This design comes from an exercise in tuning for small area, a short achievable clock period and few clock cycles per item on the open sky130 flow, not from production work. The RTL was checked by simulation tests, not by an equivalence proof against the original design. Power and IR drop assume default switching activity.

// curve_tangler
module curve_tangler (
    input  wire        clk,
    input  wire        rst,         
    input  wire        cmd_valid,
    output wire        cmd_ready,
    input  wire [1:0]  cmd_op,
    input  wire [63:0] cmd_arg,
    output wire        rsp_valid,
    input  wire        rsp_ready,
    output wire [63:0] rsp_data
);
export LEC_CHECK = 0
export ABC_AREA = 1
export CAP_MARGIN = 20
export CORE_MARGIN = 2
export CORE_UTILIZATION = 40
export CTS_BUF_LIST = sky130_fd_sc_hd__clkbuf_4 sky130_fd_sc_hd__clkbuf_8
export CTS_CLUSTER_SIZE = 30
export GPL_ROUTABILITY_DRIVEN = 1
export GPL_TIMING_DRIVEN = 1
export PLACE_DENSITY = 0.6
export SLEW_MARGIN = 20
create_clock -name core_clock -period 10.0 [get_ports {clk}]
standard.sh (not shown) runs the stock make flow with config.mk's settings and CLKGATE_MAP_FILE= SYNTH_SCRIPT=/design/flow/synth_recipe.tcl, a recipe that flattens the netlist after the stock synthesis.
==> flow/flow/run.sh <==
#!/bin/bash
# The standard layout, with these changes to how it is made:
#  - if flow/abc_area.script exists, ABC maps the logic with it
#  - the setup repair aims at the slack margin in flow/margin.txt
#  - the port buffers are sky130_fd_sc_hd__buf_2
# Registers, constraints and clock period are those of the standard flow.
set -euo pipefail
MARGIN=$(cat flow/margin.txt)
rm -rf scripts_x
cp -r "$FLOW_HOME/scripts" scripts_x
if [[ -f flow/abc_area.script ]]; then
  cp flow/abc_area.script scripts_x/abc_area.script
fi
bash standard.sh "SCRIPTS_DIR=$PWD/scripts_x" "SETUP_SLACK_MARGIN=$MARGIN" \
  "BUFFER_PORTS_ARGS=-buffer_cell sky130_fd_sc_hd__buf_2" finish > flow_make.log 2>&1
==> flow/flow/margin.txt <==
5
The first run passed the timing, design-rule and antenna checks.
Testbench counts at the start, summed over its fixed seeds: cycles 8,008, items 8,000.
Then changed:
==> flow/flow/run.sh (replaced) <==
#!/bin/bash
set -euo pipefail
MARGIN=$(cat flow/margin.txt)
bash standard.sh "SETUP_SLACK_MARGIN=$MARGIN" "BUFFER_PORTS_ARGS=-buffer_cell sky130_fd_sc_hd__buf_2" finish > flow_make.log 2>&1
==> flow/flow/margin.txt (replaced) <==
5.5
- CTS_BUF_LIST: sky130_fd_sc_hd__clkbuf_4 sky130_fd_sc_hd__clkbuf_8 -> unset
- CTS_CLUSTER_SIZE: 30 -> unset
The new run went through all stages and came out clean.
Power grows by about 13%.
Via count grows by 6.2%.
Area after synthesis is unchanged.
Routed wire length grows by about 12%.
Hold slack gains 0.28 ns.
Clock-buffer cell count does not change.
Then changed:
==> flow/flow/run.sh (replaced) <==
#!/bin/bash
# The standard layout, with these changes to how it is made:
#  - if flow/abc_area.script exists, ABC maps the logic with it
#  - the setup repair aims at the slack margin in flow/margin.txt
#  - the port buffers are sky130_fd_sc_hd__buf_2
# Registers, constraints and clock period are those of the standard flow.
set -euo pipefail
MARGIN=$(cat flow/margin.txt)
rm -rf scripts_x
cp -r "$FLOW_HOME/scripts" scripts_x
if [[ -f flow/abc_area.script ]]; then
  cp flow/abc_area.script scripts_x/abc_area.script
fi
bash standard.sh "SCRIPTS_DIR=$PWD/scripts_x" "SETUP_SLACK_MARGIN=$MARGIN" \
  "BUFFER_PORTS_ARGS=-buffer_cell sky130_fd_sc_hd__buf_2" finish > flow_make.log 2>&1
==> flow/flow/margin.txt (replaced) <==
5
- ABC_CLOCK_PERIOD_IN_PS: unset -> 1500
Outcome: The changed run completed without violations. Non-clock buffer count falls by 76. Setup slack got worse by 0.052 ns. Via count fell by 5.4%.


lagoon:
Starting RTL as in the previous note.
Design curve_tangler, start of the top module:
module curve_tangler (
    input  wire        clk,
    input  wire        rst,         
    input  wire        cmd_valid,
    output wire        cmd_ready,
    input  wire [1:0]  cmd_op,
    input  wire [63:0] cmd_arg,
    output wire        rsp_valid,
    input  wire        rsp_ready,
    output wire [63:0] rsp_data
);
clock: 10.0 ns
lec_check: 0
abc_area: 1
cap_margin: 20
core_margin: 2
core_utilization: 40
gpl_routability_driven: 1
gpl_timing_driven: 1
place_density: 0.6
setup_slack_margin: 5
slew_margin: 20
run.sh (not shown) runs the stock make flow with config.mk's settings and CLKGATE_MAP_FILE= SYNTH_SCRIPT=/design/flow/synth_recipe.tcl, a recipe that flattens the netlist after the stock synthesis.
Stock flow here: none of the scripts above is used.
lagoon finished every step from synthesis to the final layout, and the layout passed the timing, design-rule and antenna checks.
Testbench counts of lagoon, summed over its fixed seeds: cycles 8,008, items 8,000.
Modified inputs, nickel compared to lagoon
- SETUP_SLACK_MARGIN: 5 -> unset
==> flow/flow/run.sh (new file) <==
#!/bin/bash
# The standard layout, with three changes to how it is made:
#  - ABC maps the logic with the area script in flow/abc_area.script (amap)
#  - the setup repair aims at the slack margin in flow/margin.txt
#  - the port buffers are sky130_fd_sc_hd__buf_2
# Registers, constraints and clock period are those of the standard flow.
set -euo pipefail
MARGIN=$(cat flow/margin.txt)
rm -rf scripts_x
cp -r "$FLOW_HOME/scripts" scripts_x
cp flow/abc_area.script scripts_x/abc_area.script
bash standard.sh "SCRIPTS_DIR=$PWD/scripts_x" "SETUP_SLACK_MARGIN=$MARGIN" \
  "BUFFER_PORTS_ARGS=-buffer_cell sky130_fd_sc_hd__buf_2" finish > flow_make.log 2>&1
==> flow/flow/abc_area.script (new file) <==
strash
dch
amap
topo
stime -c
buffer -c
upsize -c
dnsize -c
==> flow/flow/margin.txt (new file) <==
5
==> flow/standard.sh (new file) <==
#!/bin/bash
# synth_recipe.tcl (not shown) runs the flow's synth.tcl, then flattens the netlist and writes it again
# the make line also repeats each setting of config.mk as NAME=value (left out here)
make -C /OpenROAD-flow-scripts/flow DESIGN_CONFIG=/design/flow/config.mk WORK_HOME=/design/flow/orfs CLKGATE_MAP_FILE= SYNTH_SCRIPT=/design/flow/synth_recipe.tcl "${@:-finish}"
removed: flow/run.sh
## What came out
nickel: done, clean on timing, DRC and antenna
For the combinational fraction of design power, nickel came in 4.9 points lower than lagoon did.
Delta (nickel minus lagoon): synthesized cell count decreased 23%, slew at the pin with the worst max-slew slack increased 0.31 ns, compound-gate portion of the synthesized area increased 24 points.
Compared with lagoon, in nickel maximum frequency now sits lower, final area now sits lower, met3 routed wirelength now sits lower.
Looking only at fraction of standard cell area that is sequential, and setting everything else aside, the lower value of lagoon and nickel goes to lagoon.
For harbor, these inputs were changed with respect to nickel:
- ABC_CLOCK_PERIOD_IN_PS: unset -> 2500
==> flow/flow/run.sh <==
#!/bin/bash
# The standard layout, with these changes to how it is made:
#  - if flow/abc_area.script exists, ABC maps the logic with it
#  - the setup repair aims at the slack margin in flow/margin.txt
#  - the port buffers are sky130_fd_sc_hd__buf_2
# Registers, constraints and clock period are those of the standard flow.
set -euo pipefail
MARGIN=$(cat flow/margin.txt)
rm -rf scripts_x
cp -r "$FLOW_HOME/scripts" scripts_x
if [[ -f flow/abc_area.script ]]; then
  cp flow/abc_area.script scripts_x/abc_area.script
fi
bash standard.sh "SCRIPTS_DIR=$PWD/scripts_x" "SETUP_SLACK_MARGIN=$MARGIN" \
  "BUFFER_PORTS_ARGS=-buffer_cell sky130_fd_sc_hd__buf_2" finish > flow_make.log 2>&1
removed: flow/flow/abc_area.script
### Flow results
Higher share of the core filled with cells in the final layout goes to nickel over harbor. harbor ended with every stage complete and zero timing, DRC or antenna violations. Cmp nickel and harbor / global-route wire length before repair / higher: harbor. Compared with nickel, via count in harbor increased by more than 10%. Re diode insertion count for antenna repair: nickel was higher than harbor.
What quartz does differently from harbor at the input level:
- removing ABC_AREA (formerly 1)
- changing ABC_CLOCK_PERIOD_IN_PS from 2500 to 3000
- setting SETUP_SLACK_MARGIN to 5 for the first time
==> flow/run.sh (new file) <==
#!/bin/bash
# synth_recipe.tcl (not shown) runs the flow's synth.tcl, then flattens the netlist and writes it again
# the make line also repeats each setting of config.mk as NAME=value (left out here)
make -C /OpenROAD-flow-scripts/flow DESIGN_CONFIG=/design/flow/config.mk WORK_HOME=/design/flow/orfs CLKGATE_MAP_FILE= SYNTH_SCRIPT=/design/flow/synth_recipe.tcl finish
removed: flow/flow/run.sh
removed: flow/flow/margin.txt
removed: flow/standard.sh
## What came out
Diff quartz and harbor: worst-margin pin slew higher in quartz. In the metrics for quartz and harbor, the one carrying the higher synthesized instance count is harbor. Comparing quartz and harbor, clock network fraction of design power is lower on quartz. Wire: quartz routes more than harbor. The lower total power of the final layout came out of harbor. Post-route clock skew of quartz is on par with harbor. The smallest setup slack after layout in quartz sits 0.65 ns below the value recorded for harbor. Relative to harbor, fraction of power consumed by combinational cells has increased by 7.5 points in quartz.


curve_tangler, a different RTL version from the one above (not shown whole).
Size in the first run: ~140 I/O pins, ~12000 µm² of cells after synthesis.
==> flow/config.mk <==
export PLATFORM = sky130hd
export DESIGN_NAME = curve_tangler
export DESIGN_NICKNAME = curve_tangler
export VERILOG_FILES = /design/flow/design.v
export SDC_FILE = /design/flow/constraint.sdc
export NUM_CORES = 4
export LEC_CHECK = 0
export ABC_AREA = 1
export CAP_MARGIN = 20
export CORE_MARGIN = 2
export CORE_UTILIZATION = 50
export GPL_ROUTABILITY_DRIVEN = 1
export GPL_TIMING_DRIVEN = 1
export PLACE_DENSITY = 0.7
export SLEW_MARGIN = 20
==> flow/constraint.sdc <==
create_clock -name core_clock -period 10.0 [get_ports {clk}]
set_input_delay 2.0000 -clock core_clock [delete_from_list [all_inputs] [get_ports {clk}]]
set_output_delay 2.0000 -clock core_clock [all_outputs]
set_load 0.01 [all_outputs]
standard.sh (not shown) runs the stock make flow with config.mk's settings and CLKGATE_MAP_FILE= SYNTH_SCRIPT=/design/flow/synth_recipe.tcl, a recipe that flattens the netlist after the stock synthesis.
==> flow/flow/run.sh <==
#!/bin/bash
# The standard layout, with these changes to how it is made:
#  - if flow/abc_area.script exists, ABC maps the logic with it
#  - the setup repair aims at the slack margin in flow/margin.txt
#  - the port buffers are sky130_fd_sc_hd__buf_1
# Registers, constraints and clock period are those of the standard flow.
set -euo pipefail
MARGIN=$(cat flow/margin.txt)
rm -rf scripts_x
cp -r "$FLOW_HOME/scripts" scripts_x
if [[ -f flow/abc_area.script ]]; then
  cp flow/abc_area.script scripts_x/abc_area.script
fi
bash standard.sh "SCRIPTS_DIR=$PWD/scripts_x" "SETUP_SLACK_MARGIN=$MARGIN" \
  "BUFFER_PORTS_ARGS=-buffer_cell sky130_fd_sc_hd__buf_1" finish > flow_make.log 2>&1
==> flow/flow/margin.txt <==
4.95
The first run finished clean.
Testbench counts at the start, summed over its fixed seeds: cycles 8,008, items 8,000.
Rerun with:
--- a/flow/flow/run.sh
+++ b/flow/flow/run.sh
@@ -3 +3,3 @@
-#  - if flow/abc_area.script exists, ABC maps the logic with it
+#  - synthesis maps the logic between the registers and the rsp_data outputs
+#    with flow/abc_post.script (ABC area mapping, amap), and the rest of the
+#    logic with the standard ABC area script (flow/patch_synth.py)
@@ -6,0 +9 @@
+# make's output goes to flow_make.log; each step's log is under orfs/logs.
@@ -11,3 +14,2 @@
-if [[ -f flow/abc_area.script ]]; then
-  cp flow/abc_area.script scripts_x/abc_area.script
-fi
+cp flow/abc_post.script scripts_x/abc_post.script
+python3 flow/patch_synth.py scripts_x > patch_synth.log 2>&1
==> flow/flow/abc_post.script (new file) <==
strash
dch
amap -m
topo
stime -c
buffer -c
upsize -c
dnsize -c
==> flow/flow/margin.txt (replaced) <==
5.05
==> flow/flow/patch_synth.py (new file) <==
#!/usr/bin/env python3
"""Patch a copy of ORFS's scripts/synth.tcl: map the logic between the
registers and the rsp_data outputs with flow/abc_post.script (area mapping)
before the usual ABC call maps the rest of the logic with the standard script.
usage: patch_synth.py SCRIPTS_DIR"""
import sys
p = sys.argv[1] + "/synth.tcl"
s = open(p).read()
a = """  log_cmd abc {*}$abc_args
} else {"""
b = """  # the logic from the registers to the response outputs is mapped for area
  # with abc_post.script; the rest of the logic with the standard script
  select -set post_cone o:rsp_data %ci*:-sky130_fd_sc_hd__edfxtp_1:-sky130_fd_sc_hd__dfxtp_1
  select -set post_gates @post_cone t:\\$_* %i
  puts "post-register gates mapped for area: [llength [split [string trim [tee -q -s result.string select -list @post_gates]] "\\n"]]"
  set abc_args_post [lreplace $abc_args 1 1 $::env(SCRIPTS_DIR)/abc_post.script]
  log_cmd abc {*}$abc_args_post @post_gates
  log_cmd abc {*}$abc_args
} else {"""
if s.count(a) != 1:
    sys.exit("patch_synth.py: anchor not found in " + p)
open(p, "w").write(s.replace(a, b))
--- a/flow/config.mk
+++ b/flow/config.mk
@@ -11 +11 @@
-export CORE_UTILIZATION = 50
+export CORE_UTILIZATION = 40
@@ -14 +14 @@
-export PLACE_DENSITY = 0.7
+export PLACE_DENSITY = 0.6
Outcome: Worst setup slack loses 0.048 ns. Final cell count is about the same. Wire length rose by 7.0%. Worst hold slack gets worse by 0.030 ns. Total power rose by 0.35%. Global-route usage is lower by 2.8 points. Flip-flop and latch count is unchanged.
Rerun with:
--- a/flow/flow/run.sh
+++ b/flow/flow/run.sh
@@ -3,3 +3 @@
-#  - synthesis maps the logic between the registers and the rsp_data outputs
-#    with flow/abc_post.script (ABC area mapping, amap), and the rest of the
-#    logic with the standard ABC area script (flow/patch_synth.py)
+#  - if flow/abc_area.script exists, ABC maps the logic with it
@@ -9 +6,0 @@
-# make's output goes to flow_make.log; each step's log is under orfs/logs.
@@ -14,2 +11,3 @@
-cp flow/abc_post.script scripts_x/abc_post.script
-python3 flow/patch_synth.py scripts_x > patch_synth.log 2>&1
+if [[ -f flow/abc_area.script ]]; then
+  cp flow/abc_area.script scripts_x/abc_area.script
+fi
==> flow/flow/margin.txt (replaced) <==
4.95
--- a/flow/config.mk
+++ b/flow/config.mk
@@ -11,0 +12,2 @@
+export CTS_CLUSTER_DIAMETER = 100
+export CTS_CLUSTER_SIZE = 50
removed: flow/flow/abc_post.script
removed: flow/flow/patch_synth.py
The new run completed with no timing, DRC or antenna violations.
Utilization is lower by 1.5 points.
Sequential share of layout area is lower by 0.15 points.
Die area is higher by 4.7%.
Fmax is higher by 2.0%.
Setup slack gains 0.097 ns.
Non-clock buffer count is lower by 34.
Wire length is higher by 1.3%.
Sequential power is lower by about 1%.


curve_tangler with an RTL version that a note above also has.
For scale: about 2,100 cells after synthesis, ~97 flip-flops, about 13,000 µm² of cells after synthesis.
// curve_tangler
module curve_tangler (
    input  wire        clk,
    input  wire        rst,         
    input  wire        cmd_valid,
    output wire        cmd_ready,
    input  wire [1:0]  cmd_op,
    input  wire [63:0] cmd_arg,
    output wire        rsp_valid,
    input  wire        rsp_ready,
    output wire [63:0] rsp_data
);
export LEC_CHECK = 0
export ABC_AREA = 1
export CAP_MARGIN = 20
export CORE_MARGIN = 2
export CORE_UTILIZATION = 40
export GPL_ROUTABILITY_DRIVEN = 1
export GPL_TIMING_DRIVEN = 1
export PLACE_DENSITY = 0.6
export SLEW_MARGIN = 20
create_clock -name core_clock -period 10.0 [get_ports {clk}]
==> flow/flow/run.sh <==
#!/bin/bash
set -euo pipefail
MARGIN=$(cat flow/margin.txt)
bash standard.sh "SETUP_SLACK_MARGIN=$MARGIN" "BUFFER_PORTS_ARGS=-buffer_cell sky130_fd_sc_hd__buf_2" finish > flow_make.log 2>&1
==> flow/flow/margin.txt <==
6
The baseline ran to the end with no violations.
Testbench counts at the start, summed over its fixed seeds: cycles 8,008, items 8,000.
==> next run, changes <==
==> flow/flow/margin.txt (replaced) <==
5
The new run finished with timing, DRC and antenna clean.
Clock-buffer cell count is unchanged.
Non-clock buffer count is lower by 139.
Die area does not change.
Final area went down by 19%.
Power drops by 15%.


== run A ==
RTL: one of the versions met above, not the one the previous note started from.
Size: about 1900 cells after synthesis, ~81 flip-flops, ~140 I/O pins.
clock: 10.0 ns
lec_check: 0
abc_area: 1
cap_margin: 20
core_margin: 2
core_utilization: 40
gpl_routability_driven: 1
gpl_timing_driven: 1
place_density: 0.6
slew_margin: 20
==> flow/flow/run.sh <==
#!/bin/bash
# The standard layout, with these changes to how it is made:
#  - synthesis maps the logic between the registers and the rsp_data outputs
#    with flow/abc_post.script (ABC area mapping, amap), and the rest of the
#    logic with the standard ABC area script (flow/patch_synth.py)
#  - the setup repair aims at the slack margin in flow/margin.txt
#  - the port buffers are sky130_fd_sc_hd__buf_1
# Registers, constraints and clock period are those of the standard flow.
# make's output goes to flow_make.log; each step's log is under orfs/logs.
set -euo pipefail
MARGIN=$(cat flow/margin.txt)
rm -rf scripts_x
cp -r "$FLOW_HOME/scripts" scripts_x
cp flow/abc_post.script scripts_x/abc_post.script
python3 flow/patch_synth.py scripts_x > patch_synth.log 2>&1
bash standard.sh "SCRIPTS_DIR=$PWD/scripts_x" "SETUP_SLACK_MARGIN=$MARGIN" \
  "BUFFER_PORTS_ARGS=-buffer_cell sky130_fd_sc_hd__buf_1" finish > flow_make.log 2>&1
==> flow/flow/abc_post.script <==
strash
dch
amap -m
topo
stime -c
buffer -c
upsize -c
dnsize -c
==> flow/flow/margin.txt <==
4.95
==> flow/flow/patch_synth.py <==
#!/usr/bin/env python3
"""Patch a copy of ORFS's scripts/synth.tcl: map the logic between the
registers and the rsp_data outputs with flow/abc_post.script (area mapping)
before the usual ABC call maps the rest of the logic with the standard script.
usage: patch_synth.py SCRIPTS_DIR"""
import sys
p = sys.argv[1] + "/synth.tcl"
s = open(p).read()
a = """  log_cmd abc {*}$abc_args
} else {"""
b = """  # the logic from the registers to the response outputs is mapped for area
  # with abc_post.script; the rest of the logic with the standard script
  select -set post_cone o:rsp_data %ci*:-sky130_fd_sc_hd__edfxtp_1:-sky130_fd_sc_hd__dfxtp_1
  select -set post_gates @post_cone t:\\$_* %i
  puts "post-register gates mapped for area: [llength [split [string trim [tee -q -s result.string select -list @post_gates]] "\\n"]]"
  set abc_args_post [lreplace $abc_args 1 1 $::env(SCRIPTS_DIR)/abc_post.script]
  log_cmd abc {*}$abc_args_post @post_gates
  log_cmd abc {*}$abc_args
} else {"""
if s.count(a) != 1:
    sys.exit("patch_synth.py: anchor not found in " + p)
open(p, "w").write(s.replace(a, b))
Testbench counts of run A, summed over its fixed seeds: cycles 8,008, items 8,000.
Relative to run A, the following input files were edited for run B:
==> flow/flow/run.sh <==
#!/bin/bash
# The standard layout, with these changes to how it is made:
#  - if flow/abc_area.script exists, ABC maps the logic with it
#  - the setup repair aims at the slack margin in flow/margin.txt
#  - the port buffers are sky130_fd_sc_hd__buf_2
# Registers, constraints and clock period are those of the standard flow.
set -euo pipefail
MARGIN=$(cat flow/margin.txt)
rm -rf scripts_x
cp -r "$FLOW_HOME/scripts" scripts_x
if [[ -f flow/abc_area.script ]]; then
  cp flow/abc_area.script scripts_x/abc_area.script
fi
bash standard.sh "SCRIPTS_DIR=$PWD/scripts_x" "SETUP_SLACK_MARGIN=$MARGIN" \
  "BUFFER_PORTS_ARGS=-buffer_cell sky130_fd_sc_hd__buf_2" finish > flow_make.log 2>&1
==> flow/flow/margin.txt <==
4.8
removed: flow/flow/abc_post.script
removed: flow/flow/patch_synth.py
==> results.txt <==
On share of layout cells above drive strength 1, the lower figure sits with run A, not run B. In the metrics for run B and run A, the one carrying the lower design area is run A. Against run A, run B comes in 3.7% higher on count of filler cells inserted in the layout.
diff inputs: run B => run C
==> flow/flow/run.sh <==
#!/bin/bash
# The standard layout, with these changes to how it is made:
#  - if flow/abc_area.script exists, ABC maps the logic with it
#  - the setup repair aims at the slack margin in flow/margin.txt
#  - the port buffers are sky130_fd_sc_hd__buf_1
# Registers, constraints and clock period are those of the standard flow.
set -euo pipefail
MARGIN=$(cat flow/margin.txt)
rm -rf scripts_x
cp -r "$FLOW_HOME/scripts" scripts_x
if [[ -f flow/abc_area.script ]]; then
  cp flow/abc_area.script scripts_x/abc_area.script
fi
bash standard.sh "SCRIPTS_DIR=$PWD/scripts_x" "SETUP_SLACK_MARGIN=$MARGIN" \
  "BUFFER_PORTS_ARGS=-buffer_cell sky130_fd_sc_hd__buf_1" finish > flow_make.log 2>&1
==> flow/flow/margin.txt <==
4.95
--- outcome ---
Layout overhead on the synthesized area: run B and run C compared, lower one is run B. Comparing run B against run C, there is no change at all in number of levels the H-tree was split into. Final estimated routing congestion in global placement went up by a few percent going from run B to run C. Run C: clock share of power higher than run B. Going from run B to run C, per-cell via count in the routed design went up, synthesized area now sits at about the same level, maximum number of pins on one net before global-route repair lost 3.
## Diff of input files: run D against run C
- TNS_END_PERCENT now 20, previously not set
Findings:
- Re core utilization: no difference whatsoever between run C and run D.
- Part of the cycle the worst path needs in run D vs run C: up 0.81 points
- Going from run C to run D, worst hold slack comparable; total detailed-routing wirelength ~0 delta.
- Per the comparison of run D with run C, clock share of power held; first-iteration DRC count now sits higher; slew of the pin with the lowest slew margin now sits lower; part of the total power dissipated in combinational logic essentially unchanged.
- Total chip power delta (run C -> run D): insignificant
- Post-route cell area: run C vs run D — no meaningful difference
- There was hardly any difference in worst supply voltage drop on vdd between run D and run C.

==> afterwards: timing with drivers on the ports <==
How much do the figures lean on ideal ports? The routed layouts below were timed once more, with nothing changed but the port constraints. Step 1 assumes that a clkbuf_16 drives the clock port and a buf_2 every other input. Step 2, shift: input delay + t, output delay - t, t = (earliest + latest rising clock arrival at the registers) / 2. This alone moves slack from input paths to output paths. a / b / c = ideal / step 1 / step 2; a / b = the first two.
| run | t, ns | setup slack, ns | worst setup path at the end | pins driven straight from the clock port |
|---|---|---|---|---|
| the first run of note 1 | 0.433 | 5.045 / 4.864 / 4.430 | input to register | 1 |
| the second run of note 1 | 0.416 | 5.182 / 5.022 / 4.606 | input to register | 1 |
| the third run of note 1 | 0.404 | 5.130 / 4.946 / 4.541 | input to register | 1 |
| lagoon | 0.404 | 5.143 / 4.948 / 4.543 | input to register | 1 |
| nickel | 0.399 | 4.240 / 4.125 / 3.727 | input to register | 1 |
| harbor | 0.404 | 5.130 / 4.946 / 4.541 | input to register | 1 |
| quartz | 0.385 | 4.482 / 4.350 / 3.965 | input to register | 1 |
| the first run of note 3 | 0.371 | 5.174 / 5.134 / 4.841 | input to register | 1 |
| the second run of note 3 | 0.373 | 5.126 / 5.081 / 4.831 | input to register | 1 |
| the third run of note 3 | 0.376 | 5.223 / 5.124 / 4.748 | input to register | 1 |
| the first run of note 4 | 0.400 | 5.157 / 4.919 / 4.519 | input to register | 1 |
| the second run of note 4 | 0.404 | 5.130 / 4.946 / 4.541 | input to register | 1 |
| run A | 0.372 | 5.119 / 5.078 / 4.773 | input to register | 1 |
| run B | 0.371 | 5.077 / 5.037 / 4.711 | input to register | 1 |
| run C | 0.376 | 5.223 / 5.124 / 4.748 | input to register | 1 |
| run D | 0.375 | 5.142 / 5.098 / 4.741 | input to register | 1 |
After both steps setup and hold are still met in every run listed. The setup slack of the first run of note 4, which loses most, moves by -0.238 ns with the drivers and by -0.638 ns with both steps.
